What follows belongs to an exercise in optimizing a design on an open flow for small area, a short achievable clock period and few clock cycles per item; a production flow would make more cautious choices.
Where RTL was checked, it was by simulation tests only, not by an equivalence proof against the original.
Only the layout flow was run in runs 2 and 3; the RTL was not checked for function there.
No activity file was given, so power comes from the tool's default toggle rates.

--- design/flow/design.v ---
module sdr_cbuild (
    input  wire        clk,
    input  wire        rst,          
    input  wire        start,        
    input  wire        qam,          
    input  wire [15:0] arg,          
    output reg         busy,
    output reg         done,         
    output reg  [7:0]  err,          
    output reg  [31:0] cinfo,        
    output reg         clut_we,
    output reg  [7:0]  clut_waddr,
    output wire [31:0] clut_wdata
);
    reg         st_chk, st_setup, st_half, st_write;
    reg         flip_r;      
    reg         wrap_r;      
    reg         cend_r;      
    reg         lastc_r;     
    reg         bw_r;        
    reg         mode;        
    reg  [8:0]  m;           
    reg         big;         
    reg  [7:0]  R1;          
    reg  [8:0]  R2;          
    reg  [1:0]  p1, p2;      
    reg  [9:0]  x2n;         
    reg  [33:0] q;           
    reg  [36:0] acc;         
    reg  [15:0] vB;          
    reg  [7:0]  rc;          
    reg         ph;          
    reg  [4:0]  cc;          
    reg  [3:0]  b;           
    reg  [4:0]  kk;          
    assign clut_wdata = {acc[35:20], vB};
    wire accept = start & ~busy;
    wire [8:0] mb   = cinfo[8:0];
    wire       qb_m = cinfo[16];
    wire       even = ~mb[0];    
    reg  [4:0] k_lut;
    reg        sq_lut;
    reg  [7:0] a0_lut;       
    always @(*) begin
        sq_lut = 1'b1;
        case (m)
        9'd4:   begin k_lut = 5'd2;  a0_lut = 8'd3;   end
        9'd9:   begin k_lut = 5'd3;  a0_lut = 8'd4;   end
        9'd16:  begin k_lut = 5'd4;  a0_lut = 8'd10;  end
        9'd25:  begin k_lut = 5'd5;  a0_lut = 8'd12;  end
        9'd36:  begin k_lut = 5'd6;  a0_lut = 8'd21;  end
        9'd49:  begin k_lut = 5'd7;  a0_lut = 8'd24;  end
        9'd64:  begin k_lut = 5'd8;  a0_lut = 8'd36;  end
        9'd81:  begin k_lut = 5'd9;  a0_lut = 8'd40;  end
        9'd100: begin k_lut = 5'd10; a0_lut = 8'd55;  end
        9'd121: begin k_lut = 5'd11; a0_lut = 8'd60;  end
        9'd144: begin k_lut = 5'd12; a0_lut = 8'd78;  end
        9'd169: begin k_lut = 5'd13; a0_lut = 8'd84;  end
        9'd196: begin k_lut = 5'd14; a0_lut = 8'd105; end
        9'd225: begin k_lut = 5'd15; a0_lut = 8'd112; end
        9'd256: begin k_lut = 5'd16; a0_lut = 8'd136; end
        default: begin k_lut = 5'd0; a0_lut = 8'd0; sq_lut = 1'b0; end
        endcase
    end
    wire [8:0] n_lev = qb_m ? {4'd0, kk} : mb;         
    wire [7:0] c0    = n_lev[8:1];                    
    wire [7:0] h1m1  = c0 - {7'd0, even};             
    wire [7:0] h2m1  = c0 - 8'd1;                     
    wire [3:0] kc0m1 = kk[4:1] - 4'd1;                
    wire e_zero = ~big & (m == 9'd0);
    wire e_one  = ~big & (m == 9'd1);
    wire e_big  = big | (m[8] & (|m[7:0]));
    wire e_sq   = mode & ~sq_lut;
    wire fail   = e_zero | e_one | e_big | e_sq;
    wire [7:0] err_code = e_zero ? 8'h11 : e_one ? 8'h21 : e_big ? 8'h31 :
                          e_sq ? 8'h41 : 8'h00;
    wire        pow2 = (m & (m - 9'd1)) == 9'd0;
    reg  [3:0]  log2m;
    integer     j;
    always @(*) begin
        log2m = 4'd0;
        for (j = 0; j < 9; j = j + 1)
            if (m[j]) log2m = j[3:0];
    end
    wire [9:0] d1a  = {1'b0, R1, 1'b1} - {1'b0, m};        
    wire       g1a  = ~d1a[9];
    wire [7:0] r1a  = g1a ? d1a[7:0] : {R1[6:0], 1'b0};
    wire [9:0] d1b  = {1'b0, r1a, 1'b1} - {1'b0, m};
    wire       g1b  = ~d1b[9];
    wire [7:0] r1b  = g1b ? d1b[7:0] : {r1a[6:0], 1'b0};
    wire [9:0]  t2a  = {R2, p1[1]};
    wire [10:0] s2a  = {1'b0, t2a} + {1'b0, x2n};
    wire        g2a  = s2a[10];
    wire [8:0]  r2a  = g2a ? s2a[8:0] : t2a[8:0];
    wire [9:0]  t2b  = {r2a, p1[0]};
    wire [10:0] s2b  = {1'b0, t2b} + {1'b0, x2n};
    wire        g2b  = s2b[10];
    wire [8:0]  r2b  = g2b ? s2b[8:0] : t2b[8:0];
    wire        st_sq   = st_chk | st_setup;        
    wire        sgn     = acc[36];
    wire        inv     = st_sq & ~sgn;
    wire        cst     = st_half | flip_r;
    wire [36:0] add_a   = st_sq ? {acc[34:0], p2} : (acc ^ {37{flip_r}});
    wire [34:0] qb      = ({1'b0, q} ^ {35{inv}}) & {35{~cst}};
    wire [36:0] add_b   = {qb, ~cst, st_sq ? sgn : ~cst | (st_half & even)}
                        | (st_half ? 37'h80000 : 37'd0)
                        | (flip_r  ? 37'h100000 : 37'd0);
    wire        add_c   = st_sq ? ~sgn : st_half ? even : 1'b1;
    wire [36:0] sum     = add_a + add_b + {36'd0, add_c};
    wire        rbit    = ~sum[36];                     
    wire        setup_last = st_setup & (rc == 8'd0);
    wire        turn    = flip_r | wrap_r;
    wire [7:0]  rc_n    = turn ? (flip_r ? h2m1 : h1m1) : rc - 8'd1;
    wire        rcz_n   = turn ? (flip_r ? (h2m1 == 8'd0) : (h1m1 == 8'd0)) : (rc == 8'd1);
    wire        ph_n    = ph ^ turn;
    wire [3:0]  b_nx    = bw_r ? 4'd0 : b + 4'd1;
    wire        cend_n  = ~cend_r & (cc == 5'd1);
    wire        lastc_n = cend_r ? (b_nx == kc0m1) : lastc_r;
    wire        last    = qb_m ? (cend_r & lastc_r) : wrap_r;
    wire        last_nx = qb_m ? (cend_n & lastc_n) : (rcz_n & ph_n);
    wire [3:0]  b_new   = cend_r ? b_nx : b;
    wire [7:0]  addr_inc = (~qb_m | (cend_r & bw_r)) ? 8'd0 : {3'd0, kk};
    wire [7:0]  addr_nx  = flip_r ? {4'd0, b_new & {4{qb_m}}} :
                           clut_waddr + addr_inc + {7'd0, ~qb_m | cend_r};
    always @(posedge clk) begin
        if (rst) begin
            st_chk   <= 1'b0;
            st_setup <= 1'b0;
            st_half  <= 1'b0;
            st_write <= 1'b0;
            busy     <= 1'b0;
            done     <= 1'b0;
            err      <= 8'd0;
            cinfo    <= 32'd0;
            clut_we  <= 1'b0;
        end else begin
            st_chk   <= accept;
            st_setup <= (st_chk & ~fail) | (st_setup & ~setup_last);
            st_half  <= setup_last;
            st_write <= st_half | (st_write & ~last);
            clut_we  <= st_half | (st_write & ~last);
            done     <= (st_chk & fail) | (st_write & ~last & last_nx);
            if (accept)
                busy <= 1'b1;
            else if ((st_chk & fail) | (st_write & last_nx))
                busy <= 1'b0;
            if (st_chk) begin
                err <= err_code;
                if (!fail)
                    cinfo <= {1'b1, 13'd0, pow2, mode, pow2 ? log2m : 4'd0, 3'd0, m};
            end
        end
    end
    always @(posedge clk) begin
        if (!busy) begin
            mode <= qam;
            m    <= arg[8:0];
            big  <= |arg[15:9];
            x2n  <= ~(qam ? 10'd1 : {1'b0, arg[8:0]});
            if (arg[8:0] <= 9'd4) begin
                R1 <= (arg[8:0] == 9'd3) ? 8'd1 : 8'd0;
                p1 <= (arg[8:0] == 9'd2) ? 2'd3 : 2'd1;
            end else begin
                p1 <= 2'd0;
                R1 <= (arg[8:0] <= 9'd13) ? 8'd3 : (arg[8:0] <= 9'd49) ? 8'd12 :
                      (arg[8:0] <= 9'd193) ? 8'd48 : 8'd192;
            end
            rc  <= (arg[8:0] <= 9'd13) ? 8'd34 : (arg[8:0] <= 9'd49) ? 8'd33 :
                   (arg[8:0] <= 9'd193) ? 8'd32 : 8'd31;
            R2  <= 9'd0;
            p2  <= 2'd0;
            acc <= 37'd0;
            q   <= 34'd0;
        end else begin
            R1  <= r1b;
            p1  <= {g1a, g1b};
            R2  <= r2b;
            p2  <= {g2a, g2b};
            if (setup_last)
                acc <= {2'b0, q[32:0] & {33{even}}, rbit & even, 1'b0};
            else
                acc <= sum;
            if (st_sq)
                q <= {q[32:0], rbit};
        end
        if (st_chk)
            kk <= k_lut;
        if (st_sq)
            rc <= rc - 8'd1;
        flip_r <= 1'b0;
        wrap_r <= 1'b0;
        cend_r <= 1'b0;
        if (st_half) begin
            rc         <= h1m1;
            ph         <= 1'b0;
            flip_r     <= (h1m1 == 8'd0);
            cc         <= kk;
            lastc_r    <= 1'b0;
            b          <= c0[3:0];
            bw_r       <= ({1'b0, c0[3:0]} == kk - 5'd1);
            clut_waddr <= qb_m ? a0_lut : c0;
            vB         <= qb_m ? sum[35:20] : 16'd0;
        end
        if (st_write && busy) begin    
            rc      <= rc_n;
            ph      <= ph_n;
            flip_r  <= rcz_n & ~ph_n;
            wrap_r  <= rcz_n & ph_n;
            cend_r  <= qb_m & cend_n;
            cc      <= cend_r ? kk : cc - 5'd1;
            lastc_r <= lastc_n;
            clut_waddr <= addr_nx;
            if (cend_r) begin
                b    <= b_nx;
                bw_r <= ({1'b0, b_nx} == kk - 5'd1);
                vB   <= sum[35:20];
            end
        end
    end
endmodule
--- design/flow/flow/run.sh ---
#!/bin/bash
set -euo pipefail
export SETUP_SLACK_MARGIN=${SETUP_MARGIN:-9.0}
bash standard.sh synth > synth.log 2>&1
bash standard.sh > layout.log 2>&1
--- design/flow/standard.sh ---
#!/bin/bash
# synth_recipe.tcl (not shown) runs the flow's synth.tcl, then flattens the netlist and writes it again
# the make line also repeats each setting of config.mk as NAME=value (left out here)
make -C /OpenROAD-flow-scripts/flow DESIGN_CONFIG=/design/flow/config.mk WORK_HOME=/design/flow/orfs CLKGATE_MAP_FILE= SYNTH_SCRIPT=/design/flow/synth_recipe.tcl "${@:-finish}"
--- design/flow/config.mk ---
export PLATFORM = sky130hd
export DESIGN_NAME = sdr_cbuild
export DESIGN_NICKNAME = sdr_cbuild
export VERILOG_FILES = /design/flow/design.v
export SDC_FILE = /design/flow/constraint.sdc
export NUM_CORES = 4
export LEC_CHECK = 0
export CAP_MARGIN = 20
export CORE_MARGIN = 2
export CORE_UTILIZATION = 40
export SLEW_MARGIN = 20
--- design/flow/constraint.sdc ---
create_clock -name core_clock -period 13.0 [get_ports {clk}]
set_input_delay 2.6000 -clock core_clock [delete_from_list [all_inputs] [get_ports {clk}]]
set_output_delay 2.6000 -clock core_clock [all_outputs]
set_load 0.01 [all_outputs]
==> qor.yml, run 1 <==
critPathKind: "reg -> reg"
via_per_inst: 5.587
post-route-min-period_ns: 4.037
cpPeakStageDelay_ns: 0.44
gp_congestion: 0.8975
drt_iter0_drc: 891
num_vias: 12560
hp-class: "reg -> reg"
outcome: "timing/DRC/antenna clean"
fin_skew_ns: 0.01676
setup_ws_ns: 8.963
port_buffers: 82
reg2reg_depth: 24
die_w_um: 191.2
ant_nets: 0
critical_path.startpoint_type: "register"
hpwl_mm: 26.53
design_area_um2: 16240
final_cell_mix: "220 x nand2_1, 152 x nor2_1, 129 x o21ai_0, 124 x dfxtp_1, 104 x a21oi_1"
total_power_mw: 2.104
cts_max_level: 4
setup_tns_ns: 0
crit_top_cell: "buf_4"
critPathMaxFanout: 9
antennaDiodeCount: 0
finalNonFillerCells: 2247
final_common_cell: "nand2_1"
drive_gt1_frac: 0.1110
first_global_vias: 12100
cts_tree: "yes"
relSlewSlack: 0.3035
grt_max_degree: 80
cap_violations: 0
m1WireLength_mm: 17.94
syn_inst: 1726
dr.max_layer_used: "met4"
postCtsHoldBufs: 0
ys_warn_count: 1
final_max_slew_viol_count: 0
root_buffer: "clkbuf_16"
drt_first_pass_iters: 6
grt_antenna_before_repair: 0
p_leak_nw: 6.505
reg2reg_slack_ns: 8.96
die_h_um: 191.2
seq_area_frac_synth: 0.3057
ir_drop_mv: 0.1220
worstHoldStart: "vB[15]$_DFF_P_"
synth_ff_type: "dfxtp_1"
ys_ff_latch: 190
wl_per_cell_um: 17.28
r2r_end: "R2[3]$_SDFF_PN0_"
syn2layout_area_growth_pct: 15.90
cp.depth: 24
placed_cells: 2161
synth.avg_cell_area_um2: 8.120
synth-async-reset-ratio: 0
placed_area_um2: 14960
ioPinCount: 103
worstPathArrival_ns: 4.37
cp_top_family: "buffers and inverters"
clk_pin_slew_ns: 0.08
cp-startpoint: "x2n[3]$_DFFE_PN_"
met3_length_mm: 2.026
synth_edf_count: 48
clk_latency_ns: 0.46
syn_area_um2: 14010
initial_core_util: 0.4057
grtUsageTotal: 0.2119
path_cells: "ha_1 > nand3_1 > o2111ai_4 > nand3_2 > buf_4 > buf_4 > buf_4 > buf_4 > buf_4 > buf_4 > buf_4 > buf_4 > buf_4 > buf_4 > buf_4 > buf_4 > buf_4 > buf_4 > buf_4 > a21oi_2 > nor2b_4 > buf_12 > mux2i_2 > nor2_1"
cp-end-kind: "register"
dp_slack_ns: 8.095
nets: 1893
dieArea_um2: 36550
clockBufferDepth: 2
grt_pass1_wl_mm: 62.36
cts_buffers: 17
rsz0062_at_grt: "true"
setup_viol: 0
endpoint: "R2[3]$_SDFF_PN0_"
grt-ovfl-total: 0
hold_depth: 2
fp-row-count: 68
post-route-period-util: 0.3105
worstMarginPinSlew_ns: 1.042
cp.required_ns: 13.33
pwr_density_cell_nw_per_um2: 129.6
clock.fmax_mhz: 247.7
timing.rr.start: "x2n[3]$_DFFE_PN_"
cp_num_buf_inv: 16
finalWirelength_mm: 38.83
wl_met2_mm: 17.97
coreArea_um2: 34540
yosysUniqueCellTypes: 92
cts.sinks: 190
crit_slowest_cell: "edfxtp_1"
timing.final.hold_violations: 0
drc: 0
## synth_stat cells, drive strengths merged, types with 7 or more instances
library cell | count | share of area
edfxtp | 48 | 0.10
o21ai | 139 | 0.050
inv | 53 | 0.014
nor4 | 14 | 0.0076
mux2 | 12 | 0.0096
nor3b | 8 | 0.0046
o31ai | 12 | 0.0064
a211oi | 11 | 0.0062
o211ai | 13 | 0.0070
nand4 | 9 | 0.0040
dfxtp | 142 | 0.20
a31oi | 15 | 0.0067
o22ai | 11 | 0.0049
a22o | 27 | 0.017
and2 | 11 | 0.0049
xnor2 | 90 | 0.056
nor2b | 12 | 0.0054
o21a | 9 | 0.0048
and3 | 9 | 0.0044
nand3 | 36 | 0.014
nor3 | 48 | 0.017
fa | 8 | 0.011
clkbuf | 72 | 0.019
o221ai | 7 | 0.0044
nand2b | 29 | 0.013
xor2 | 74 | 0.046
ha | 85 | 0.076
a21o | 31 | 0.017
o21bai | 11 | 0.0059
nand2 | 221 | 0.059
buf | 61 | 0.030
nor2 | 154 | 0.041
a21oi | 111 | 0.040
mux2i | 36 | 0.026
a22oi | 8 | 0.0043
## cell families (layout without fill, tap and decap cells)
| group | Yosys count | after routing | synth area share |
|---|---|---|---|
| AO/OA/AOI/OAI | 459 | 459 | 0.2095 |
| XOR/XNOR | 164 | 164 | 0.1025 |
| adder cells (fa/ha/maj) | 95 | 95 | 0.08874 |
| buffers and inverters | 188 | 232 | 0.06410 |
| flip-flops | 190 | 190 | 0.3057 |
| multiplexers | 48 | 48 | 0.03589 |
| other | 1 | 20 | 0.0002676 |
| AND/OR/NAND/NOR | 581 | 584 | 0.1933 |
## flip-flops by register name, indices dropped and copies added (netlist names), 9 cells and up
| signal | count |
|---|---|
| m | 9 |
| vB | 16 |
| q | 34 |
| R2 | 9 |
| x2n | 9 |
| acc | 37 |
| cinfo | 16 |
## routing by layer
metal	track usage	up-vias
met5	0	-
met4	0.07012	0
met3	0.03286	65
met2	0.3449	364
met1	0.2863	5954
li1	-	6172
## final cells by class
| cell class | count | area (µm²) |
|---|---|---|
| Fill cell | 3391 | 18300 |
| Sequential cell | 190 | 4329 |
| Clock inverter | 13 | 120.1 |
| Tap cell | 455 | 569.3 |
| Inverter | 55 | 217.7 |
| Clock buffer | 18 | 439.2 |
| Timing Repair Buffer | 146 | 1373 |
| Multi-Input combinational cell | 1370 | 9195 |
## power by group
group / switching [mW] / internal [mW]
combinational: 0.452 / 0.445
sequential: 0.0365 / 0.651
clock: 0.262 / 0.257
total: 0.751 / 1.35
## worst reg2reg max path, cell delays in order, from the launching register on
cell and delay (ns):
edfxtp_1 0.44, ha_1 0.39, nand3_1 0.18, o2111ai_4 0.26, nand3_2 0.11, buf_4 0.14, buf_4 0.12, buf_4 0.12
buf_4 0.12, buf_4 0.12, buf_4 0.12, buf_4 0.12, buf_4 0.12, buf_4 0.12, buf_4 0.12, buf_4 0.12
buf_4 0.12, buf_4 0.12, buf_4 0.12, buf_4 0.12, a21oi_2 0.16, nor2b_4 0.19, buf_12 0.14, mux2i_2 0.20
nor2_1 0.05
## worst min path at each step
stage,to
6_report,vB[15]$_DFF_P_
5_1_grt,vB[15]$_DFF_P_
4_1_cts,vB[15]$_DFF_P_
3_5_place_dp,vB[15]$_DFF_P_
3_3_place_gp,vB[15]$_DFF_P_
2_1_floorplan,q[33]$_SDFFE_PN0P_
## through the flow
stage / util / hold slack [ns]
after floorplan: - / 0.4436
after global placement: 0.4330 / 0.4384
after detailed placement: 0.4330 / 0.4494
after CTS: 0.4644 / 0.4655
after global routing: 0.4702 / 0.4820
final: 0.4702 / 0.4568
## repair_timing
item,in CTS,in global routing
gates resized for setup,87,38
gates cloned,4,0
setup buffers,42,9
endpoints found under the setup margin,101,61
pin swaps,16,16
Testbench counts, summed over its fixed seeds: cycles 13,975, builds 96.
==> run 2, diff against run 1 <==
--- a/design/flow/design.v
+++ b/design/flow/design.v
@@ -41,26 +41,27 @@
     reg  [4:0] k_lut;
     reg        sq_lut;
-    reg  [7:0] a0_lut;       
     always @(*) begin
         sq_lut = 1'b1;
         case (m)
-        9'd4:   begin k_lut = 5'd2;  a0_lut = 8'd3;   end
-        9'd9:   begin k_lut = 5'd3;  a0_lut = 8'd4;   end
-        9'd16:  begin k_lut = 5'd4;  a0_lut = 8'd10;  end
-        9'd25:  begin k_lut = 5'd5;  a0_lut = 8'd12;  end
-        9'd36:  begin k_lut = 5'd6;  a0_lut = 8'd21;  end
-        9'd49:  begin k_lut = 5'd7;  a0_lut = 8'd24;  end
-        9'd64:  begin k_lut = 5'd8;  a0_lut = 8'd36;  end
-        9'd81:  begin k_lut = 5'd9;  a0_lut = 8'd40;  end
-        9'd100: begin k_lut = 5'd10; a0_lut = 8'd55;  end
-        9'd121: begin k_lut = 5'd11; a0_lut = 8'd60;  end
-        9'd144: begin k_lut = 5'd12; a0_lut = 8'd78;  end
-        9'd169: begin k_lut = 5'd13; a0_lut = 8'd84;  end
-        9'd196: begin k_lut = 5'd14; a0_lut = 8'd105; end
-        9'd225: begin k_lut = 5'd15; a0_lut = 8'd112; end
-        9'd256: begin k_lut = 5'd16; a0_lut = 8'd136; end
-        default: begin k_lut = 5'd0; a0_lut = 8'd0; sq_lut = 1'b0; end
+        9'd4:   begin k_lut = 5'd2;   end
+        9'd9:   begin k_lut = 5'd3;   end
+        9'd16:  begin k_lut = 5'd4;  end
+        9'd25:  begin k_lut = 5'd5;  end
+        9'd36:  begin k_lut = 5'd6;  end
+        9'd49:  begin k_lut = 5'd7;  end
+        9'd64:  begin k_lut = 5'd8;  end
+        9'd81:  begin k_lut = 5'd9;  end
+        9'd100: begin k_lut = 5'd10; end
+        9'd121: begin k_lut = 5'd11; end
+        9'd144: begin k_lut = 5'd12; end
+        9'd169: begin k_lut = 5'd13; end
+        9'd196: begin k_lut = 5'd14; end
+        9'd225: begin k_lut = 5'd15; end
+        9'd256: begin k_lut = 5'd16; end
+        default: begin k_lut = 5'd0; sq_lut = 1'b0; end
         endcase
     end
+    wire [8:0] a0_sum = mb + {4'd0, kk};
+    wire [7:0] a0_lut = even ? a0_sum[8:1] : mb[8:1];
     wire [8:0] n_lev = qb_m ? {4'd0, kk} : mb;         
     wire [7:0] c0    = n_lev[8:1];                    
--- a/design/flow/config.mk
+++ b/design/flow/config.mk
@@ -6,4 +6,5 @@
 export NUM_CORES = 4
 export LEC_CHECK = 0
+export ABC_AREA = 1
 export CAP_MARGIN = 20
 export CORE_MARGIN = 2
==> run 2 against run 1 <==
Effect of this change: still clean on timing, DRC and antenna; sequential power hardly changed; hold slack worse by 0.0048 ns; power is 6.0% lower; first-iteration DRC count is 2.9% higher; core utilization is 1.1 points lower; maximum frequency is 2.1% higher; clock skew is 0.0071 ns lower; non-clock buffer count is 28 lower; via count is 2.9% higher; worst setup slack better by 0.085 ns; critical path type is now reg -> out; largest cell class unchanged; largest power group unchanged.
==> qor.yml, run 2 <==
post-route-min-period_ns: 3.952
cp.required_ns: 10.40
die_w_um: 189.8
worstPathArrival_ns: 1.35
yosysUniqueCellTypes: 55
hp-class: "reg -> reg"
path_cells: "clkdlybuf4s50_1"
setup_ws_ns: 9.048
dieArea_um2: 36030
worstMarginPinSlew_ns: 0.7738
timing.rr.start: "x2n[0]$_DFFE_PN_"
cts_tree: "yes"
ir_drop_mv: 0.09585
grt_pass1_wl_mm: 62.87
synth-async-reset-ratio: 0
synthTopCellsByCount: "399 x nand2_1, 209 x inv_1, 192 x o21ai_0"
netlist.area_leader.share: 0.2059
reg2reg_depth: 20
outcome: "timing/DRC/antenna clean"
fin_skew_ns: 0.009646
cp_top_family: "buffers and inverters"
setup_viol: 0
reg_top3: "acc x37, q x34"
root_buffer: "clkbuf_16"
initial_core_util: 0.4028
synth.avg_cell_area_um2: 7.100
synth_ff_type: "dfxtp_1"
via_per_inst: 5.218
grtUsageMet2: 0.3563
cts_buffers: 17
hpwl_mm: 29.11
critPathKind: "reg -> out"
synth_edf_count: 48
port_buffers: 82
pwr_density_cell_nw_per_um2: 125.7
cap_violations: 0
post-route-period-util: 0.3040
clk_latency_ns: 0.46
cp.depth: 1
endpoint: "clut_wdata[22]"
rsz0062_at_grt: "false"
grt_max_degree: 53
crit_slowest_cell: "clkdlybuf4s50_1"
grt_antenna_before_repair: 0
nets: 2125
netlist_top_cells_area: "dfxtp_1 21%, nand2_1 11%, edfxtp_1 10%, ha_1 8.1%, o21ai_0 7.0%"
coreArea_um2: 34290
finalWirelength_mm: 39.20
p_leak_nw: 6.973
fp-row-count: 68
cpPeakStageDelay_ns: 0.54
antennaDiodeCount: 0
clk_pin_slew_ns: 0.08
cts.sinks: 190
r2r_end: "R2[6]$_SDFF_PN0_"
cp-end-kind: "output pin"
cts_max_level: 4
cp-startpoint: "acc[26]$_SDFF_PN0_"
grt-ovfl-total: 0
critical_path.startpoint_type: "register"
drive_gt1_frac: 0.08663
cp_num_buf_inv: 1
postCtsHoldBufs: 0
reg2reg_slack_ns: 9.29
first_global_vias: 12140
wl_per_cell_um: 15.84
syn_area_um2: 13810
final_cell_mix: "397 x nand2_1, 205 x inv_1, 187 x o21ai_0, 161 x a21oi_1, 158 x nor2_1"
synth.most_common_cell: "nand2_1"
ys_warn_count: 1
drt_first_pass_iters: 5
drc: 0
die_h_um: 189.8
final_common_cell: "nand2_1"
grtUsageTotal: 0.2172
yosys.area.top_type: "dfxtp_1"
seq_area_frac_synth: 0.3102
setup_tns_ns: 0
grtUsageMet1: 0.3020
top_register: "acc"
drt_iter0_drc: 917
ant_nets: 0
dp_slack_ns: 8.225
relSlewSlack: 0.4836
syn2layout_area_growth_pct: 14.00
syn_inst: 1945
num_vias: 12920
final_max_slew_viol_count: 0
timing.final.hold_violations: 0
critPathMaxFanout: 3
clockBufferDepth: 2
gp_congestion: 0.9300
ioPinCount: 103
ys_ff_latch: 190
use_met3: 0.02859
clock.fmax_mhz: 253.0
grt_busiest_layer: "met2"
largest_reg_flops: 37
==> run 2: changes by cell type after synthesis, moves of 22 or more <==
cell      change
inv_1       +156
o21ai_0      +57
nand2_1     +178
a21o_1       -22
nand2b_1     -29
o22ai_1      +39
xor2_1       -36
mux2i_1      -34
nor3_1       -28
clkbuf_1     -38
a21oi_1      +53
xnor2_1      -32
a22o_1       -26
nand3_1      +54
==> run 2: cell families (layout without fill, tap and decap cells) <==
kind of cell             after synthesis  in the layout  synth area share
flip-flops                           190            190            0.3102
other                                  1             20         0.0002716
buffers and inverters                316            372            0.1000
XOR/XNOR                              96             96           0.06089
AND/OR/NAND/NOR                      747            747            0.2340
adder cells (fa/ha/maj)               98             98           0.09368
multiplexers                           1              1         0.0008154
AO/OA/AOI/OAI                        496            496            0.2001
==> run 2: worst min path at each step <==
stage | start | cells past startpoint | to | slack [ns]
6_report | vB[13]$_DFF_P_ | 2 | vB[13]$_DFF_P_ | 0.45
5_1_grt | vB[9]$_DFF_P_ | 2 | vB[9]$_DFF_P_ | 0.47
4_1_cts | q[20]$_SDFFE_PN0P_ | 2 | acc[22]$_SDFF_PN0_ | 0.45
3_5_place_dp | q[20]$_SDFFE_PN0P_ | 2 | acc[22]$_SDFF_PN0_ | 0.44
3_3_place_gp | q[20]$_SDFFE_PN0P_ | 2 | acc[22]$_SDFF_PN0_ | 0.44
2_1_floorplan | q[19]$_SDFFE_PN0P_ | 2 | acc[21]$_SDFF_PN0_ | 0.43
==> run 2: final cells by class <==
class                           count  area, µm²
Multi-Input combinational cell   1458       8297
Timing Repair Buffer              118       1116
Clock buffer                       18      450.4
Fill cell                        3530      18550
Inverter                          222      844.6
Tap cell                          455      569.3
Clock inverter                     14      147.6
Sequential cell                   190       4318
==> run 2: repair_timing <==
item	CTS	global route
buffers inserted	10	14
setup endpoints to repair	95	71
pin swaps	1	5
gates resized for setup	60	45
==> run 2: per-layer routing <==
| layer | up-vias | share of wire |
|---|---|---|
| met3 | 27 | 0.037 |
| met2 | 260 | 0.46 |
| li1 | 6617 | - |
| met1 | 6011 | 0.49 |
| met4 | 0 | 0.013 |
| met5 | - | 0 |
==> run 2: power breakdown <==
group	switching, mW	internal (mW)	total, mW	leakage (nW)
Sequential	0.0343	0.654	0.688	1.62
Clock	0.263	0.283	0.547	0.297
Combinational	0.451	0.293	0.744	5.05
Total	0.748	1.23	1.98	6.97
==> run 2: stage by stage <==
stage / power [mW] / instance area [µm²] / util / hold WS [ns] / std cells
after floorplan: 1.258 / 13880 / - / 0.4259 / 1964
after global placement: 1.384 / 14820 / 0.4322 / 0.4364 / 2419
after detailed placement: 1.398 / 14820 / 0.4322 / 0.4379 / 2419
after CTS: 1.961 / 15550 / 0.4534 / 0.4526 / 2461
after global routing: 2.118 / 15740 / 0.4591 / 0.4669 / 2475
final: 1.979 / 15740 / 0.4591 / 0.4520 / 2475
==> run 3, diff against run 2 <==
==> design/flow/flow/run.sh (replaced) <==
#!/bin/bash
# Standard ORFS layout (the standard.sh, standard synthesis unchanged), with the
# timing repair asked to over-fix setup and the ports buffered with buf_4 cells: the
# clock period and constraints are the design's own; only the resizer's target slack
# and the port buffer cell differ from the default flow.
set -euo pipefail
export SETUP_SLACK_MARGIN=${SETUP_MARGIN:-9.4}
export BUFFER_PORTS_ARGS="-buffer_cell sky130_fd_sc_hd__buf_4"
bash standard.sh synth > synth.log 2>&1
bash standard.sh > layout.log 2>&1
==> run 3 against run 2 <==
Effect of this change: still clean on timing, DRC and antenna; clock-buffer cell count is the same; final area rose by 2.7%; combinational power grew 17%; wire length grew 2.6%; sequential share of layout area is 0.46 points lower; final cell count grew 1.5%; clock power down 4.8%; core utilization rose by 1.3 points; critical path depth is the same; register-to-register slack improved by 0.20 ns; critical endpoint is now clut_waddr[2]; largest cell class unchanged.
==> qor.yml, run 3 <==
post-route-min-period_ns: 3.631
synthTopCellsByCount: "399 x nand2_1, 209 x inv_1, 192 x o21ai_0"
nets: 2161
relSlewSlack: 0.4785
cts.sinks: 190
wl_per_cell_um: 16.02
p_leak_nw: 7.041
cp_top_family: "flip-flops"
drt_iter0_drc: 918
final_common_cell: "nand2_1"
setup_ws_ns: 9.369
via_per_inst: 5.273
ant_nets: 0
total_power_mw: 2.079
setup_tns_ns: 0
rsz0062_at_grt: "true"
die_w_um: 189.8
clk_pin_slew_ns: 0.08
coreArea_um2: 34290
synth_ff_type: "dfxtp_1"
worstMarginPinSlew_ns: 0.7815
finalWirelength_mm: 40.23
ys_ff_latch: 190
grt-ovfl-total: 0
reg2reg_depth: 22
root_buffer: "clkbuf_16"
worstPathArrival_ns: 1.03
fp-row-count: 68
first_global_vias: 12420
final_cell_mix: "392 x nand2_1, 197 x inv_1, 178 x o21ai_0, 154 x nor2_1, 152 x a21oi_1"
drc: 0
critPathKind: "reg -> out"
timing.final.hold_violations: 0
crit_slowest_cell: "edfxtp_1"
gp_congestion: 0.9660
grt_max_degree: 74
cts_tree: "yes"
ioPinCount: 103
initial_core_util: 0.4028
num_vias: 13240
path_cells: "buf_6"
seq_area_frac_synth: 0.3102
critical_path.startpoint_type: "register"
post-route-period-util: 0.2793
reg_top3: "acc x37, q x34"
grt_pass1_wl_mm: 64.37
yosys.area.top_type: "dfxtp_1"
cp_num_buf_inv: 1
postCtsHoldBufs: 0
synth.most_common_cell: "nand2_1"
cp-end-kind: "output pin"
setup_viol: 0
hold_slack_ns: 0.4390
drt_first_pass_iters: 5
pwr_density_cell_nw_per_um2: 128.5
outcome: "timing/DRC/antenna clean"
design_area_um2: 16170
largest_reg_flops: 37
critPathMaxFanout: 2
grt_antenna_before_repair: 0
cpPeakStageDelay_ns: 0.42
ir_drop_mv: 0.1254
port_buffers: 82
timing.rr.start: "m[1]$_DFFE_PN_"
fin_skew_ns: 0.01950
clock.fmax_mhz: 275.4
cp-startpoint: "clut_waddr[2]$_DFFE_PP_"
netlist_top_cells_area: "dfxtp_1 21%, nand2_1 11%, edfxtp_1 10%, ha_1 8.1%, o21ai_0 7.0%"
hold_depth: 2
final_max_slew_viol_count: 0
dieArea_um2: 36030
reg2reg_slack_ns: 9.49
dp_slack_ns: 8.447
antennaDiodeCount: 0
r2r_end: "R1[3]$_DFF_P_"
syn2layout_area_growth_pct: 17.11
clk_latency_ns: 0.47
grtUsageTotal: 0.2214
yosysUniqueCellTypes: 55
hp-class: "reg -> reg"
cp.depth: 1
top_register: "acc"
cap_violations: 0
cts_max_level: 4
ys_warn_count: 1
die_h_um: 189.8
hpwl_mm: 29.17
drive_gt1_frac: 0.1732
cp.required_ns: 10.40
syn_inst: 1945
synth_edf_count: 48
synth.avg_cell_area_um2: 7.100
endpoint: "clut_waddr[2]"
cts_buffers: 17
clockBufferDepth: 2
placed_area_um2: 14630
syn_area_um2: 13810
netlist.area_leader.share: 0.2059
synth-async-reset-ratio: 0
==> run 3: area by class of cell <==
type / instances / area, µm²
clock buffers: 18 / 439.2
clock inverters: 14 / 123.9
fillers: 3439 / 18120
inverters: 222 / 852.1
multi-input cells: 1458 / 8532
flip-flops and latches: 190 / 4362
well taps: 455 / 569.3
repair buffers: 153 / 1286
repair inverters: 1 / 7.507
==> run 3: timing repair <==
item	in CTS	in global routing
setup endpoints to repair	106	88
gates cloned	1	1
gates resized for setup	71	94
pin swaps	3	22
buffers inserted	25	34
==> run 3: worst register-to-register path, delay by kind of cell, from the launching register on <==
kind,cells,cell delay [ns]
simple gates,11,1.02
buf+inv,3,0.22
compound gates,4,0.68
flops,1,0.39
fa+ha+maj,4,1.12
==> run 3: cell families after synthesis <==
kind of cell,share of synthesized area
buffers and inverters,0.1000
xor gates and xnor gates,0.06089
DFF,0.3102
and+or+nand+nor,0.2340
AOI/OAI and AO/OA,0.2001
adders and majority gates,0.09368
muxes,0.0008154
other,0.0002716
==> run 3: layer usage <==
metal  routed length [µm]  global-route usage  up-vias  part of all wire
met4                  826             0.06619        0             0.021
met5                    0                   0        -                 0
met3                 1870             0.03099       52             0.046
li1                     -                   -     6689                 -
met2                18250              0.3581      325              0.45
met1                19280              0.3069     6175              0.48
==> run 3: through the flow <==
step / utilization / cells
floorplan: - / 1964
global placement: 0.4268 / 2418
detailed placement: 0.4268 / 2418
CTS: 0.4540 / 2476
global route: 0.4716 / 2511
finish: 0.4716 / 2511
==> run 3: power breakdown <==
group	switching [mW]	internal, mW
Combinational	0.504	0.366
Clock	0.264	0.257
Sequential	0.0360	0.653
==> run 3: worst min path at each step <==
stage,startpoint,end,slack [ns]
2_1_floorplan,q[19]$_SDFFE_PN0P_,acc[21]$_SDFF_PN0_,0.43
3_3_place_gp,q[19]$_SDFFE_PN0P_,acc[21]$_SDFF_PN0_,0.43
3_5_place_dp,q[20]$_SDFFE_PN0P_,acc[22]$_SDFF_PN0_,0.44
4_1_cts,q[20]$_SDFFE_PN0P_,acc[22]$_SDFF_PN0_,0.44
5_1_grt,q[20]$_SDFFE_PN0P_,acc[22]$_SDFF_PN0_,0.46
6_report,q[20]$_SDFFE_PN0P_,acc[22]$_SDFF_PN0_,0.44
==> run 4, diff against run 3 <==
--- a/design/flow/design.v
+++ b/design/flow/design.v
@@ -26,6 +26,6 @@
     reg  [1:0]  p1, p2;      
     reg  [9:0]  x2n;         
-    reg  [33:0] q;           
-    reg  [36:0] acc;         
+    reg  [32:0] q;           
+    reg  [34:0] acc;         
     reg  [15:0] vB;          
     reg  [7:0]  rc;          
@@ -34,5 +34,5 @@
     reg  [3:0]  b;           
     reg  [4:0]  kk;          
-    assign clut_wdata = {acc[35:20], vB};
+    assign clut_wdata = {acc[34:19], vB};
     wire accept = start & ~busy;
     wire [8:0] mb   = cinfo[8:0];
@@ -99,15 +99,15 @@
     wire [8:0]  r2b  = g2b ? s2b[8:0] : t2b[8:0];
     wire        st_sq   = st_chk | st_setup;        
-    wire        sgn     = acc[36];
+    wire        sgn     = acc[34];
     wire        inv     = st_sq & ~sgn;
     wire        cst     = st_half | flip_r;
-    wire [36:0] add_a   = st_sq ? {acc[34:0], p2} : (acc ^ {37{flip_r}});
-    wire [34:0] qb      = ({1'b0, q} ^ {35{inv}}) & {35{~cst}};
-    wire [36:0] add_b   = {qb, ~cst, st_sq ? sgn : ~cst | (st_half & even)}
-                        | (st_half ? 37'h80000 : 37'd0)
-                        | (flip_r  ? 37'h100000 : 37'd0);
-    wire        add_c   = st_sq ? ~sgn : st_half ? even : 1'b1;
-    wire [36:0] sum     = add_a + add_b + {36'd0, add_c};
-    wire        rbit    = ~sum[36];                     
+    wire [34:0] add_a   = st_sq ? {acc[32:0], p2} : (acc ^ {35{flip_r}});
+    wire [32:0] qb      = (q ^ {33{inv}}) & {33{~cst}};
+    wire [34:0] add_b   = {qb, st_sq, st_sq ? sgn : (~cst | (st_half & even))}
+                        | (st_half ? 35'h40000 : 35'd0)
+                        | (flip_r  ? 35'h80000 : 35'd0);
+    wire        add_c   = st_sq ? ~sgn : ~st_half;
+    wire [34:0] sum     = add_a + add_b + {34'd0, add_c};
+    wire        rbit    = ~sum[34];                     
     wire        setup_last = st_setup & (rc == 8'd0);
     wire        turn    = flip_r | wrap_r;
@@ -167,10 +167,10 @@
                       (arg[8:0] <= 9'd193) ? 8'd48 : 8'd192;
             end
-            rc  <= (arg[8:0] <= 9'd13) ? 8'd34 : (arg[8:0] <= 9'd49) ? 8'd33 :
-                   (arg[8:0] <= 9'd193) ? 8'd32 : 8'd31;
+            rc  <= (arg[8:0] <= 9'd13) ? 8'd33 : (arg[8:0] <= 9'd49) ? 8'd32 :
+                   (arg[8:0] <= 9'd193) ? 8'd31 : 8'd30;
             R2  <= 9'd0;
             p2  <= 2'd0;
-            acc <= 37'd0;
-            q   <= 34'd0;
+            acc <= 35'd0;
+            q   <= 33'd0;
         end else begin
             R1  <= r1b;
@@ -179,9 +179,9 @@
             p2  <= {g2a, g2b};
             if (setup_last)
-                acc <= {2'b0, q[32:0] & {33{even}}, rbit & even, 1'b0};
+                acc <= {1'b0, q[31:0] & {32{even}}, rbit & even, 1'b0};
             else
                 acc <= sum;
             if (st_sq)
-                q <= {q[32:0], rbit};
+                q <= {q[31:0], rbit};
         end
         if (st_chk)
@@ -201,5 +201,5 @@
             bw_r       <= ({1'b0, c0[3:0]} == kk - 5'd1);
             clut_waddr <= qb_m ? a0_lut : c0;
-            vB         <= qb_m ? sum[35:20] : 16'd0;
+            vB         <= qb_m ? sum[34:19] : 16'd0;
         end
         if (st_write && busy) begin    
@@ -215,5 +215,5 @@
                 b    <= b_nx;
                 bw_r <= ({1'b0, b_nx} == kk - 5'd1);
-                vB   <= sum[35:20];
+                vB   <= sum[34:19];
             end
         end
--- a/design/flow/flow/run.sh
+++ b/design/flow/flow/run.sh
@@ -5,5 +5,5 @@
 # and the port buffer cell differ from the default flow.
 set -euo pipefail
-export SETUP_SLACK_MARGIN=${SETUP_MARGIN:-9.4}
+export SETUP_SLACK_MARGIN=${SETUP_MARGIN:-9.8}
 export BUFFER_PORTS_ARGS="-buffer_cell sky130_fd_sc_hd__buf_4"
 bash standard.sh synth > synth.log 2>&1
==> run 4 against run 3 <==
Effect of this change: still clean on timing, DRC and antenna; clock power up 3%; sequential power about the same; final cell count up 4.3%; maximum frequency down 0.79%; sequential share of layout area down 2.4 points; worst setup slack worse by 0.029 ns; wire length up 13%; sequential cell count down 3; non-clock buffer count up 75; power up 16%; die area down 0.45%; synthesized cell count up 2.1%; largest cell class unchanged.
==> qor.yml, run 4 <==
critPathMaxFanout: 2
clk_latency_ns: 0.47
ir_drop_mv: 0.1172
grt_antenna_before_repair: 0
cts.sinks: 187
post-route-min-period_ns: 3.659
ys_warn_count: 1
setup_tns_ns: 0
timing.final.hold_violations: 0
synth_ff_type: "dfxtp_1"
syn2layout_area_growth_pct: 28.86
grt_max_degree: 75
die_h_um: 189.4
cts_max_level: 4
ioPinCount: 103
fp-row-count: 67
critPathKind: "reg -> out"
p_leak_nw: 7.672
outcome: "timing/DRC/antenna clean"
syn_inst: 1985
num_vias: 14050
placed_area_um2: 14610
final_common_cell: "nand2_1"
clock.fmax_mhz: 273.3
synthTopCellsByCount: "414 x nand2_1, 200 x a21oi_1, 198 x inv_1"
coreArea_um2: 33700
gp_congestion: 0.9556
relSlewSlack: 0.3705
setup_viol: 0
synth.most_common_cell: "nand2_1"
cts_buffers: 17
worstPathArrival_ns: 1.06
first_global_vias: 13210
hp-class: "reg -> reg"
grtUsageTotal: 0.2443
critical_path.startpoint_type: "register"
wl_per_cell_um: 17.34
seq_area_frac_synth: 0.3073
fin_skew_ns: 0.01750
netlist_top_cells_area: "dfxtp_1 20%, nand2_1 11%, edfxtp_1 10%, ha_1 7.9%, a21oi_1 7.3%"
top_register: "acc"
clk_pin_slew_ns: 0.07
die_w_um: 189.4
drt_first_pass_iters: 6
ys_ff_latch: 187
cp.required_ns: 10.40
final_cell_mix: "383 x nand2_1, 187 x inv_1, 168 x o21ai_0, 167 x a21oi_1, 167 x nor2_1"
pwr_density_cell_nw_per_um2: 135.7
initial_core_util: 0.4079
root_buffer: "clkbuf_16"
netlist.area_leader.share: 0.2024
cp-end-kind: "output pin"
rsz0062_at_grt: "true"
finalNonFillerCells: 2618
antennaDiodeCount: 0
n_fill_cell: 3276
grt-ovfl-total: 0
yosys.area.top_type: "dfxtp_1"
synth.avg_cell_area_um2: 6.925
cts_tree: "yes"
cp-startpoint: "busy$_SDFFE_PP0P_"
final_max_slew_viol_count: 0
largest_reg_flops: 35
ant_nets: 0
finalWirelength_mm: 45.41
port_buffers: 82
placed_cells: 2448
timing.rr.start: "m[1]$_DFFE_PN_"
drive_gt1_frac: 0.2507
yosysUniqueCellTypes: 57
drt_iter0_drc: 1047
drc: 0
post-route-period-util: 0.2815
via_per_inst: 5.366
reg2reg_slack_ns: 9.59
grt_pass1_wl_mm: 69.50
dieArea_um2: 35860
worstHoldStart: "vB[12]$_DFF_P_"
syn_area_um2: 13750
worstMarginPinSlew_ns: 0.9443
nets: 2272
cap_violations: 0
reg_top3: "acc x35, q x33"
synth-async-reset-ratio: 0
synth_edf_count: 48
clockBufferDepth: 2
design_area_um2: 17710
hpwl_mm: 30.60
==> run 4: cell types whose count changed after synthesis, moves of 10 or more <==
cell	before	now
nand2_1	399	414
nor2_1	162	189
a21oi_1	163	200
o22ai_1	50	10
inv_1	209	198
nor3_1	20	30
nand3_1	88	98
==> run 4: kinds of logic (layout without fill, tap and decap cells) <==
logic type	after synthesis	after routing	share of synthesized area
and+or+nand+nor	808	809	0.2509
xor gates and xnor gates	86	86	0.05480
muxes	2	2	0.001638
adders and majority gates	95	95	0.09084
other	1	20	0.0002728
buffers and inverters	307	472	0.09685
DFF	187	187	0.3073
AOI/OAI and AO/OA	499	499	0.1974
==> run 4: timing repair <==
action,in CTS,in global routing
endpoints found under the hold margin,0,0
setup endpoints to repair,140,139
resized for setup,263,131
cloned,6,5
pin swaps,40,56
setup buffers,76,51
hold buffers,0,0
==> run 4: cell type report <==
| type | instances | area, µm² | area share |
|---|---|---|---|
| Multi-Input combinational cell | 1511 | 9079 | 0.5126 |
| Inverter | 212 | 807.0 | 0.04556 |
| Sequential cell | 187 | 4355 | 0.2459 |
| Clock inverter | 15 | 155.1 | 0.008760 |
| Tap cell | 448 | 560.5 | 0.03165 |
| Clock buffer | 17 | 425.4 | 0.02402 |
| Timing Repair Buffer | 228 | 2330 | 0.1315 |
==> run 4: where the power goes <==
part,leakage [nW],switching [mW],internal [mW]
clock,0.285,0.278,0.257
combinational,5.77,0.651,0.526
sequential,1.62,0.0426,0.649
==> run 4: routing by layer <==
layer,part of all wire,vias up,track usage
met2,0.47,478,0.4062
met3,0.061,85,0.03633
met4,0.027,0,0.08318
met1,0.44,6524,0.3238
li1,-,6962,-
met5,0,-,0
==> run 4: through the flow <==
stage | worst slack, ns | power, mW | utilization | hold WS (ns)
after floorplan | 9.388 | 1.327 | - | 0.4410
after global placement | 8.623 | 1.462 | 0.4334 | 0.4424
after detailed placement | 8.524 | 1.479 | 0.4334 | 0.4423
after CTS | 9.330 | 2.258 | 0.4965 | 0.4606
after global routing | 9.320 | 2.553 | 0.5256 | 0.4799
final | 9.341 | 2.404 | 0.5256 | 0.4585
==> run 4: path summary, 6_finish.rpt <==
kind | cells after the start | to
setup reg to reg | 23 | R1[5]$_DFF_P_
setup / recovery | 2 | busy
hold / removal | 2 | vB[12]$_DFF_P_
hold reg to reg | 2 | vB[12]$_DFF_P_
==> run 4: worst max-delay path: stages (launching register included) <==
cell and delay (ns):
dfxtp_4 0.36, buf_12 0.13, buf_6 0.11
Testbench counts of run 4, summed over its fixed seeds: cycles 13,879, builds 96.
==> run 5, diff against run 4 <==
--- a/design/flow/flow/run.sh
+++ b/design/flow/flow/run.sh
@@ -5,5 +5,5 @@
 # and the port buffer cell differ from the default flow.
 set -euo pipefail
-export SETUP_SLACK_MARGIN=${SETUP_MARGIN:-9.8}
+export SETUP_SLACK_MARGIN=${SETUP_MARGIN:-9.4}
 export BUFFER_PORTS_ARGS="-buffer_cell sky130_fd_sc_hd__buf_4"
 bash standard.sh synth > synth.log 2>&1
==> run 5 against run 4 <==
Effect of this change: hold slack lost 0.0056 ns; highest routed layer unchanged; clock power is essentially flat; sequential share of layout area rose by 2.1 points; final area fell by 9.2%; core utilization fell by 4.8 points; still clean; combinational power fell by 21%; die area did not move.
==> qor.yml, run 5 <==
die_w_um: 189.4
port_buffers: 82
final_common_cell: "nand2_1"
initial_core_util: 0.4079
grt_pass1_wl_mm: 66.67
synth.avg_cell_area_um2: 6.925
dieArea_um2: 35860
post-route-min-period_ns: 3.656
final_max_slew_viol_count: 0
hpwl_mm: 30.19
num_vias: 13620
grtUsageTotal: 0.2317
seqPwrFrac: 0.320
syn_area_um2: 13750
wl_per_cell_um: 16.90
postCtsHoldBufs: 0
p_sw_uw: 851.3
p_leak_nw: 6.995
swShare: 0.3932
top_register: "acc"
critPathKind: "reg -> out"
synth_ff_type: "dfxtp_1"
hp-class: "reg -> reg"
relSlewSlack: 0.2505
grt_max_degree: 78
netlist.area_leader.share: 0.2024
synth_edf_count: 48
reg2reg_slack_ns: 9.42
via_per_inst: 5.389
clk_latency_ns: 0.46
coreArea_um2: 33700
netlist_top_cells_area: "dfxtp_1 20%, nand2_1 11%, edfxtp_1 10%, ha_1 7.9%, a21oi_1 7.3%"
worstPathArrival_ns: 1.06
root_buffer: "clkbuf_16"
intPower_mw: 1.314
drt_iter0_drc: 1146
ys_warn_count: 1
cts_max_level: 4
ant_nets: 0
rsz0062_at_grt: "true"
fin_skew_ns: 0.01381
drc: 0
cpPeakStageDelay_ns: 0.44
post-route-period-util: 0.2813
clockBufferDepth: 2
critical_path.startpoint_type: "register"
cts_buffers: 17
placed_cells: 2448
critPathMaxFanout: 2
gp_congestion: 0.9390
cts.sinks: 187
timing.final.hold_violations: 0
yosys.area.top_type: "dfxtp_1"
outcome: "timing/DRC/antenna clean"
synthTopCellsByCount: "414 x nand2_1, 200 x a21oi_1, 198 x inv_1"
drive_gt1_frac: 0.1587
die_h_um: 189.4
cp-end-kind: "output pin"
cap_violations: 0
cts_tree: "yes"
finalWirelength_mm: 42.71
largest_reg_flops: 35
fp-row-count: 67
setup_tns_ns: 0
synth-async-reset-ratio: 0
syn2layout_area_growth_pct: 17.00
cp_num_buf_inv: 1
drt_first_pass_iters: 6
reg_top3: "acc x35, q x33"
clock.fmax_mhz: 273.5
dp_slack_ns: 8.349
comb_power_share: 0.432
nets: 2182
seq_area_frac_synth: 0.3073
yosysUniqueCellTypes: 57
cp_top_family: "flip-flops"
crit_slowest_cell: "edfxtp_1"
pwr_density_cell_nw_per_um2: 134.6
final_util: 0.4772
path_cells: "buf_6"
grt-ovfl-total: 0
ioPinCount: 103
ys_ff_latch: 187
synth.most_common_cell: "nand2_1"
ir_drop_mv: 0.1142
final_cell_mix: "404 x nand2_1, 194 x inv_1, 185 x o21ai_0, 183 x a21oi_1, 178 x nor2_1"
syn_inst: 1985
clk_pin_slew_ns: 0.08
cp.required_ns: 10.40
antennaDiodeCount: 0
setup_viol: 0
first_global_vias: 12910
worstMarginPinSlew_ns: 1.123
grt_antenna_before_repair: 0
clkPwrFrac: 0.248
finalNonFillerCells: 2527
setup_ws_ns: 9.344
run 5: cell counts after synthesis:
No cell type changed its count.
run 5: what timing repair did:
action,4_1_cts,5_1_grt
endpoints found under the setup margin,104,82
resized for setup,68,96
cloned,0,3
pin swaps,1,17
setup buffers,18,27
run 5: layer usage:
metal  part of all wire  track usage  vias to the layer above
li1                   -            -                     6755
met3              0.049      0.02929                       53
met1               0.45       0.3067                     6404
met2               0.48       0.3953                      407
met4              0.020      0.06679                        0
met5                  0            0                        -
run 5: path summary, 6_finish.rpt:
kind | cells past startpoint | start | endpoint
hold / removal | 2 | vB[10]$_DFF_P_ | vB[10]$_DFF_P_
setup reg to reg | 20 | m[3]$_DFFE_PN_ | R1[1]$_DFF_P_
hold reg to reg | 2 | vB[10]$_DFF_P_ | vB[10]$_DFF_P_
setup / recovery | 1 | clut_waddr[2]$_DFFE_PP_ | clut_waddr[2]
run 5: cell type report:
cell class	instances	area, µm²
Clock buffer	20	467.9
Clock inverter	11	105.1
Fill cell	3411	17620
Inverter	212	807.0
Multi-Input combinational cell	1510	8651
Sequential cell	187	4298
Tap cell	448	560.5
Timing Repair Buffer	139	1194
run 5: stage by stage:
stage	hold WS (ns)	total power, mW	cell area, µm²
after floorplan	0.4410	1.298	13830
after CTS	0.4554	2.030	15470
after global placement	0.4427	1.439	14550
after detailed placement	0.4423	1.453	14550
final	0.4529	2.165	16080
after global routing	0.4719	2.310	16080
run 5: power by group through the flow:
| stage | clock network (mW) | logic (mW) | registers [mW] |
|---|---|---|---|
| floorplan | 0 | 0.606 | 0.692 |
| finish | 0.537 | 0.936 | 0.692 |
| global placement | 0 | 0.728 | 0.711 |
| detailed placement | 0 | 0.741 | 0.712 |
| CTS | 0.544 | 0.795 | 0.691 |
| global route | 0.570 | 1.04 | 0.698 |
run 5: logic make-up (layout without fill, tap and decap cells):
family / Yosys count / count (layout) / share of synthesized area
fa+ha+maj: 95 / 95 / 0.09084
buf+inv: 307 / 382 / 0.09685
flops: 187 / 187 / 0.3073
other cells: 1 / 20 / 0.0002728
xor+xnor: 86 / 86 / 0.05480
mux: 2 / 2 / 0.001638
simple gates: 808 / 808 / 0.2509
compound gates: 499 / 499 / 0.1974
==> run 6, diff against run 5 <==
--- a/design/flow/design.v
+++ b/design/flow/design.v
@@ -76,11 +76,19 @@
     wire [7:0] err_code = e_zero ? 8'h11 : e_one ? 8'h21 : e_big ? 8'h31 :
                           e_sq ? 8'h41 : 8'h00;
-    wire        pow2 = (m & (m - 9'd1)) == 9'd0;
-    reg  [3:0]  log2m;
-    integer     j;
+    reg         pow2;        
+    reg  [3:0]  log2m;       
     always @(*) begin
-        log2m = 4'd0;
-        for (j = 0; j < 9; j = j + 1)
-            if (m[j]) log2m = j[3:0];
+        pow2 = 1'b1;
+        case (m)
+        9'd2:   log2m = 4'd1;
+        9'd4:   log2m = 4'd2;
+        9'd8:   log2m = 4'd3;
+        9'd16:  log2m = 4'd4;
+        9'd32:  log2m = 4'd5;
+        9'd64:  log2m = 4'd6;
+        9'd128: log2m = 4'd7;
+        9'd256: log2m = 4'd8;
+        default: begin pow2 = 1'b0; log2m = 4'd0; end
+        endcase
     end
     wire [9:0] d1a  = {1'b0, R1, 1'b1} - {1'b0, m};        
@@ -149,5 +157,5 @@
                 err <= err_code;
                 if (!fail)
-                    cinfo <= {1'b1, 13'd0, pow2, mode, pow2 ? log2m : 4'd0, 3'd0, m};
+                    cinfo <= {1'b1, 13'd0, pow2, mode, log2m, 3'd0, m};
             end
         end
@@ -164,9 +172,9 @@
             end else begin
                 p1 <= 2'd0;
-                R1 <= (arg[8:0] <= 9'd13) ? 8'd3 : (arg[8:0] <= 9'd49) ? 8'd12 :
-                      (arg[8:0] <= 9'd193) ? 8'd48 : 8'd192;
+                R1 <= ~(|arg[8:4]) ? 8'd3 : ~(|arg[8:6]) ? 8'd12 :
+                      ~(arg[8] | (&arg[7:5])) ? 8'd48 : 8'd192;
             end
-            rc  <= (arg[8:0] <= 9'd13) ? 8'd33 : (arg[8:0] <= 9'd49) ? 8'd32 :
-                   (arg[8:0] <= 9'd193) ? 8'd31 : 8'd30;
+            rc  <= ~(|arg[8:4]) ? 8'd33 : ~(|arg[8:6]) ? 8'd32 :
+                   ~(arg[8] | (&arg[7:5])) ? 8'd31 : 8'd30;
             R2  <= 9'd0;
             p2  <= 2'd0;
==> run 6 against run 5 <==
Effect of this change: worst setup slack better by 0.0096 ns; die area rose by 0.57%; still clean on timing, DRC and antenna; critical path depth stayed put; via count is 1.0% lower; non-clock buffer count is 10 lower; power down 2.7%; global-route usage decreased by 0.49 points; clock power is 1% higher.
==> qor.yml, run 6 <==
initial_core_util: 0.4032
drc: 0
root_buffer: "clkbuf_16"
n_fill_cell: 3492
cts_max_level: 4
clock.fmax_mhz: 274.2
comb_power_share: 0.414
grt_pass1_wl_mm: 65.23
ant_nets: 0
port_buffers: 82
largest_reg_flops: 35
grt_antenna_before_repair: 0
die_w_um: 189.9
crit_slowest_cell: "edfxtp_1"
yosys.area_share.adder: 0.09032
path_cells: "buf_6"
clkPwrFrac: 0.258
cp_top_family: "flip-flops"
top_register: "acc"
cap_violations: 0
worstPathArrival_ns: 1.05
via_per_inst: 5.351
seqCellArea_um2: 4295
coreArea_um2: 34290
setup_tns_ns: 0
ys_warn_count: 1
nets: 2166
grt-ovfl-total: 0
syn_area_um2: 13830
timing.final.hold_violations: 0
drive_gt1_frac: 0.1463
synth-compound-area-share: 0.1903
seqPwrFrac: 0.328
p_leak_nw: 7.047
multiInputGateArea_um2: 8471
synthMuxAreaShare: 0.0008145
synthTopCellsByCount: "423 x nand2_1, 210 x inv_1, 179 x o21ai_0"
antennaDiodeCount: 0
synth.most_common_cell: "nand2_1"
grt_max_degree: 72
reg_top3: "acc x35, q x33"
netlist.area_leader.share: 0.2013
synth_xor_area_frac: 0.05575
setup_viol: 0
cts_buffers: 17
cp_num_buf_inv: 1
cpPeakStageDelay_ns: 0.43
hp-class: "reg -> reg"
critical_path.startpoint_type: "register"
cp-end-kind: "output pin"
fin_skew_ns: 0.01671
post-route-period-util: 0.2805
cts.sinks: 187
intPower_mw: 1.257
netlist_top_cells_area: "dfxtp_1 20%, nand2_1 11%, edfxtp_1 10%, ha_1 7.9%, o21ai_0 6.5%"
placed_cells: 2446
worstMarginPinSlew_ns: 1.046
cts_tree: "yes"
final_max_slew_viol_count: 0
critPathKind: "reg -> out"
dieArea_um2: 36070
rsz0062_at_grt: "true"
synth_top_family_by_area: "simple AND/OR/NAND/NOR gates"
pwr_density_cell_nw_per_um2: 132.8
clockBufferDepth: 2
finalNonFillerCells: 2519
synth_edf_count: 48
final_common_cell: "nand2_1"
die_h_um: 189.9
synth_ff_type: "dfxtp_1"
num_vias: 13480
yosys.area.top_type: "dfxtp_1"
post-route-min-period_ns: 3.647
clk_pin_slew_ns: 0.08
hpwl_mm: 30.44
p_sw_uw: 849.4
syn_inst: 1977
critPathMaxFanout: 2
seq_area_frac_synth: 0.3055
reg2reg_slack_ns: 9.60
cp.required_ns: 10.40
fp-row-count: 68
wl_per_cell_um: 16.66
grtUsageTotal: 0.2268
outcome: "timing/DRC/antenna clean"
ioPinCount: 103
first_global_vias: 12500
finalWirelength_mm: 41.97
clk_latency_ns: 0.47
ir_drop_mv: 0.1339
yosysUniqueCellTypes: 63
gp_congestion: 0.8865
syn2layout_area_growth_pct: 14.79
postCtsHoldBufs: 0
final_cell_mix: "417 x nand2_1, 207 x inv_1, 169 x o21ai_0, 167 x a21oi_1, 159 x nor2_1"
synth-async-reset-ratio: 0
ys_ff_latch: 187
relSlewSlack: 0.3028
drt_first_pass_iters: 5
swShare: 0.4032
synth_simple_gate_area_frac: 0.2567
drt_iter0_drc: 1008
synth.avg_cell_area_um2: 6.993
## run 6: power by group through the flow
stage               clock [mW]  combinational, mW  sequential (mW)
global placement             0              0.741            0.708
floorplan                    0              0.611            0.694
finish                   0.543              0.872            0.691
global route             0.574              0.977            0.698
CTS                      0.550              0.796            0.692
detailed placement           0              0.752            0.708
## run 6: repair_timing
action	in CTS	in global routing
buffers inserted	19	20
gates resized for setup	61	53
gates cloned	0	2
setup endpoints to repair	100	87
pin swaps	0	8
## run 6: worst paths after layout
path                            from          endpoint  depth (start not counted)
max          clut_waddr[2]$_DFFE_PP_     clut_waddr[2]                          1
min                    vB[8]$_DFF_P_     vB[8]$_DFF_P_                          2
max reg2reg         x2n[0]$_DFFE_PN_  R2[4]$_SDFF_PN0_                         20
min reg2reg            vB[8]$_DFF_P_     vB[8]$_DFF_P_                          2
## run 6: cell families (layout without fill, tap and decap cells)
logic type / Yosys count / in the layout
compound gates: 469 / 469
xor+xnor: 88 / 88
fa+ha+maj: 95 / 95
buf+inv: 320 / 388
flops: 187 / 187
mux: 1 / 1
other cells: 1 / 20
simple gates: 816 / 816
## run 6: cell type report
class	count	area share
tap	455	0.03587
timing repair buffer	129	0.06591
clock buffer	17	0.02681
inverter	227	0.05598
sequential	187	0.2707
multi-input combinational	1489	0.5337
clock inverter	15	0.01104
## run 6: layer usage
metal / vias up / track usage / part of all wire
li1: 6721 / - / -
met1: 6325 / 0.3252 / 0.48
met2: 380 / 0.3506 / 0.44
met3: 53 / 0.02951 / 0.054
met4: 0 / 0.07603 / 0.022
met5: - / 0 / 0
## run 6: worst min-delay path: cells and delay by family, from the launching register on
family        cells  cell delay [ns]
flops             1             0.32
simple gates      2             0.10
## run 6: through the flow
stage / total power, mW / area [µm²] / hold slack [ns] / worst slack [ns] / util
3_3_place_gp: 1.449 / 14610 / 0.4424 / 8.673 / 0.4262
5_1_grt: 2.249 / 15870 / 0.4708 / 9.326 / 0.4629
2_1_floorplan: 1.304 / 13900 / 0.4395 / 9.391 / -
6_report: 2.107 / 15870 / 0.4562 / 9.353 / 0.4629
4_1_cts: 2.038 / 15520 / 0.4603 / 9.341 / 0.4527
3_5_place_dp: 1.461 / 14620 / 0.4415 / 8.474 / 0.4264
Testbench counts of run 6, summed over its fixed seeds: cycles 13,890, builds 96.
==> run 7, diff against run 6 <==
==> design/flow/flow/run.sh (replaced) <==
#!/bin/bash
# Standard ORFS layout (the standard.sh, standard synthesis unchanged), with the
# timing repair asked to over-fix setup and the ports buffered with buf_2 cells: the
# clock period and constraints are the design's own; only the resizer's target slack
# and the port buffer cell differ from the default flow.
set -euo pipefail
export SETUP_SLACK_MARGIN=${SETUP_MARGIN:-9.4}
export BUFFER_PORTS_ARGS="-buffer_cell sky130_fd_sc_hd__buf_2"
bash standard.sh synth > synth.log 2>&1
bash standard.sh > layout.log 2>&1
--- a/design/flow/config.mk
+++ b/design/flow/config.mk
@@ -9,4 +9,5 @@
 export CAP_MARGIN = 20
 export CORE_MARGIN = 2
-export CORE_UTILIZATION = 40
+export CORE_UTILIZATION = 55
+export CTS_BUF_LIST = sky130_fd_sc_hd__clkbuf_8
 export SLEW_MARGIN = 20
==> run 7 against run 6 <==
Effect of this change: hold slack improved by 0.0020 ns; sequential power barely moved; via count barely moved; first-iteration DRC count rose by 27%; core utilization rose by 16 points; synthesized cell count did not move; global-route usage rose by 7.4 points; largest power group unchanged.
==> qor.yml, run 7 <==
drc: 0
via_per_inst: 5.581
ys_warn_count: 1
critPathMaxFanout: 3
clock.fmax_mhz: 274.1
reg_top3: "acc x35, q x33"
final_common_cell: "nand2_1"
setup_tns_ns: 0
netlist.area_leader.share: 0.2013
initial_core_util: 0.5538
synth_ff_type: "dfxtp_1"
pwr_density_cell_nw_per_um2: 129.1
ioPinCount: 103
cp.depth: 1
synth-async-reset-ratio: 0
cts_max_level: 4
num_vias: 13470
finalWirelength_mm: 40.69
critical_path.startpoint_type: "register"
reg2reg_depth: 21
ant_nets: 0
reg2reg_slack_ns: 9.60
r2r_end: "R1[3]$_DFF_P_"
outcome: "timing/DRC/antenna clean"
hpwl_mm: 29.03
port_buffers: 82
synth_edf_count: 48
holdPathEnd: "vB[5]$_DFF_P_"
grt_antenna_before_repair: 0
cp_top_family: "flip-flops"
antennaDiodeCount: 0
die_w_um: 162.6
root_buffer: "clkbuf_8"
clockBufferDepth: 2
synth.most_common_cell: "nand2_1"
final_util: 0.6206
drt_iter0_drc: 1282
post-route-min-period_ns: 3.648
cts_buffers: 17
cp.required_ns: 10.40
worstHoldStart: "vB[5]$_DFF_P_"
netlist_top_cells_area: "dfxtp_1 20%, nand2_1 11%, edfxtp_1 10%, ha_1 7.9%, o21ai_0 6.5%"
dieArea_um2: 26420
ir_drop_mv: 0.1327
path_cells: "buf_2"
syn_area_um2: 13830
cts_tree: "yes"
p_leak_nw: 7.017
largest_reg_flops: 35
worstPathArrival_ns: 1.05
gp_congestion: 0.9345
synth.avg_cell_area_um2: 6.993
timing.final.hold_violations: 0
fp-row-count: 58
n_fill_cell: 2396
cap_violations: 0
top_register: "acc"
ys_ff_latch: 187
grt_pass1_wl_mm: 63.47
grt_max_degree: 72
grtUsageTotal: 0.3005
crit_slowest_cell: "edfxtp_1"
critPathKind: "reg -> out"
yosys.area.top_type: "dfxtp_1"
seq_area_frac_synth: 0.3055
coreArea_um2: 24960
postCtsHoldBufs: 0
cp_num_buf_inv: 1
first_global_vias: 12120
post-route-period-util: 0.2806
yosysUniqueCellTypes: 63
total_power_mw: 2.001
wl_per_cell_um: 16.86
cts.sinks: 187
syn2layout_area_growth_pct: 12.06
relSlewSlack: 0.3378
syn_inst: 1977
drive_gt1_frac: 0.1646
final_cell_mix: "416 x nand2_1, 204 x inv_1, 169 x o21ai_0, 165 x a21oi_1, 159 x nor2_1"
final_max_slew_viol_count: 0
timing.rr.start: "m[4]$_DFFE_PN_"
cp-end-kind: "output pin"
nets: 2186
clk_pin_slew_ns: 0.11
hold_depth: 2
hp-class: "reg -> reg"
synthTopCellsByCount: "423 x nand2_1, 210 x inv_1, 179 x o21ai_0"
fin_skew_ns: 0.02547
drt_first_pass_iters: 6
clk_latency_ns: 0.48
grt-ovfl-total: 0
die_h_um: 162.6
cpPeakStageDelay_ns: 0.42
setup_viol: 0
worstMarginPinSlew_ns: 0.9922
rsz0062_at_grt: "true"
run 7: cell counts after synthesis:
Identical to the previous run, type by type.
run 7: logic make-up after synthesis:
| group | share of synthesized area |
|---|---|
| and+or+nand+nor | 0.2567 |
| AOI/OAI and AO/OA | 0.1903 |
| buffers and inverters | 0.1003 |
| DFF | 0.3055 |
| adders and majority gates | 0.09032 |
| xor gates and xnor gates | 0.05575 |
| other | 0.0002712 |
| muxes | 0.0008144 |
run 7: final cells by class:
| type | instances | area [µm²] | share of cell area |
|---|---|---|---|
| Multi-Input combinational cell | 1489 | 8536 | 0.5509 |
| Timing Repair Buffer | 148 | 955.9 | 0.06170 |
| Inverter | 227 | 890.9 | 0.05750 |
| Sequential cell | 187 | 4303 | 0.2777 |
| Tap cell | 330 | 412.9 | 0.02665 |
| Clock buffer | 17 | 234.0 | 0.01510 |
| Timing Repair inverter | 1 | 8.758 | 0.0005653 |
| Clock inverter | 15 | 152.6 | 0.009852 |
run 7: timing repair:
item                       in CTS  in global routing
gates resized for setup        62                 76
gates cloned                    0                  2
setup buffers                  29                 29
setup endpoints to repair     106                 83
pin swaps                       0                 21
run 7: through the flow:
stage                     hold WS [ns]  setup WS [ns]  std cells  cell area, µm²
after floorplan                 0.4395          9.391       1996           13900
after global routing            0.4629          9.284       2414           15490
after detailed placement        0.4374          8.578       2322           14260
after CTS                       0.4569          9.327       2383           15000
after global placement          0.4328          8.711       2322           14260
final                           0.4582          9.352       2414           15490
run 7: worst max-delay path by stage:
| stage | start | to | slack (ns) |
|---|---|---|---|
| final | clut_waddr[7]$_DFFE_PP_ | clut_waddr[7] | 9.35 |
| after global routing | clut_waddr[7]$_DFFE_PP_ | clut_waddr[7] | 9.28 |
| after CTS | clut_waddr[7]$_DFFE_PP_ | clut_waddr[7] | 9.33 |
| after detailed placement | st_chk$_SDFF_PP0_ | q[0]$_SDFFE_PN0P_ | 8.58 |
| after global placement | st_chk$_SDFF_PP0_ | acc[28]$_SDFF_PN0_ | 8.71 |
| after floorplan | arg[8] | rc[2]$_DFFE_PP_ | 9.39 |
run 7: per-layer routing:
layer  track usage  vias up  routed length, µm
met1        0.4554     6192              19510
met3       0.03769       55               2970
li1              -     6755                  -
met4       0.07603        0                789
met5             0        -                  0
met2        0.4518      470              17420
run 7: report_power, final:
group          internal [mW]  total [mW]  switching [mW]
Combinational          0.364       0.911           0.547
Clock                  0.159       0.402           0.243
Sequential             0.651       0.688          0.0373

[separate check: timing with driven ports]
No port has a modelled driver above. Below, the same layouts with a new extraction and two added sets of constraints.
Step 1 sets driving cells, clkbuf_16 on the clock port and buf_2 on the other inputs (assumed; they add their load-dependent delay and slew).
Step 2 times the ports against the registers' clock, not the clock port: input delays grow and output delays shrink by t, the midpoint of the rising clock arrivals with the driver on.
Slacks: ideal / step 1 / step 2; pairs: ideal / step 1.
run | t (ns) | setup WS [ns] | hold WS [ns]
run 1 | 0.504 | 8.963 / 8.963 / 8.644 | 0.457 / 0.457 / 0.457
run 2 | 0.508 | 9.048 / 8.992 / 8.744 | 0.452 / 0.452 / 0.452
run 3 | 0.514 | 9.369 / 9.311 / 8.908 | 0.439 / 0.439 / 0.439
run 4 | 0.513 | 9.341 / 9.288 / 9.092 | 0.459 / 0.459 / 0.459
run 5 | 0.510 | 9.344 / 9.292 / 9.061 | 0.453 / 0.453 / 0.453
run 6 | 0.514 | 9.353 / 9.301 / 8.976 | 0.456 / 0.456 / 0.456
run 7 | 0.516 | 9.352 / 9.305 / 8.983 | 0.458 / 0.458 / 0.458
After both steps every run listed still meets setup and hold. The setup slack of run 3, which loses most, moves by -0.058 ns with the drivers and by -0.461 ns with both steps.
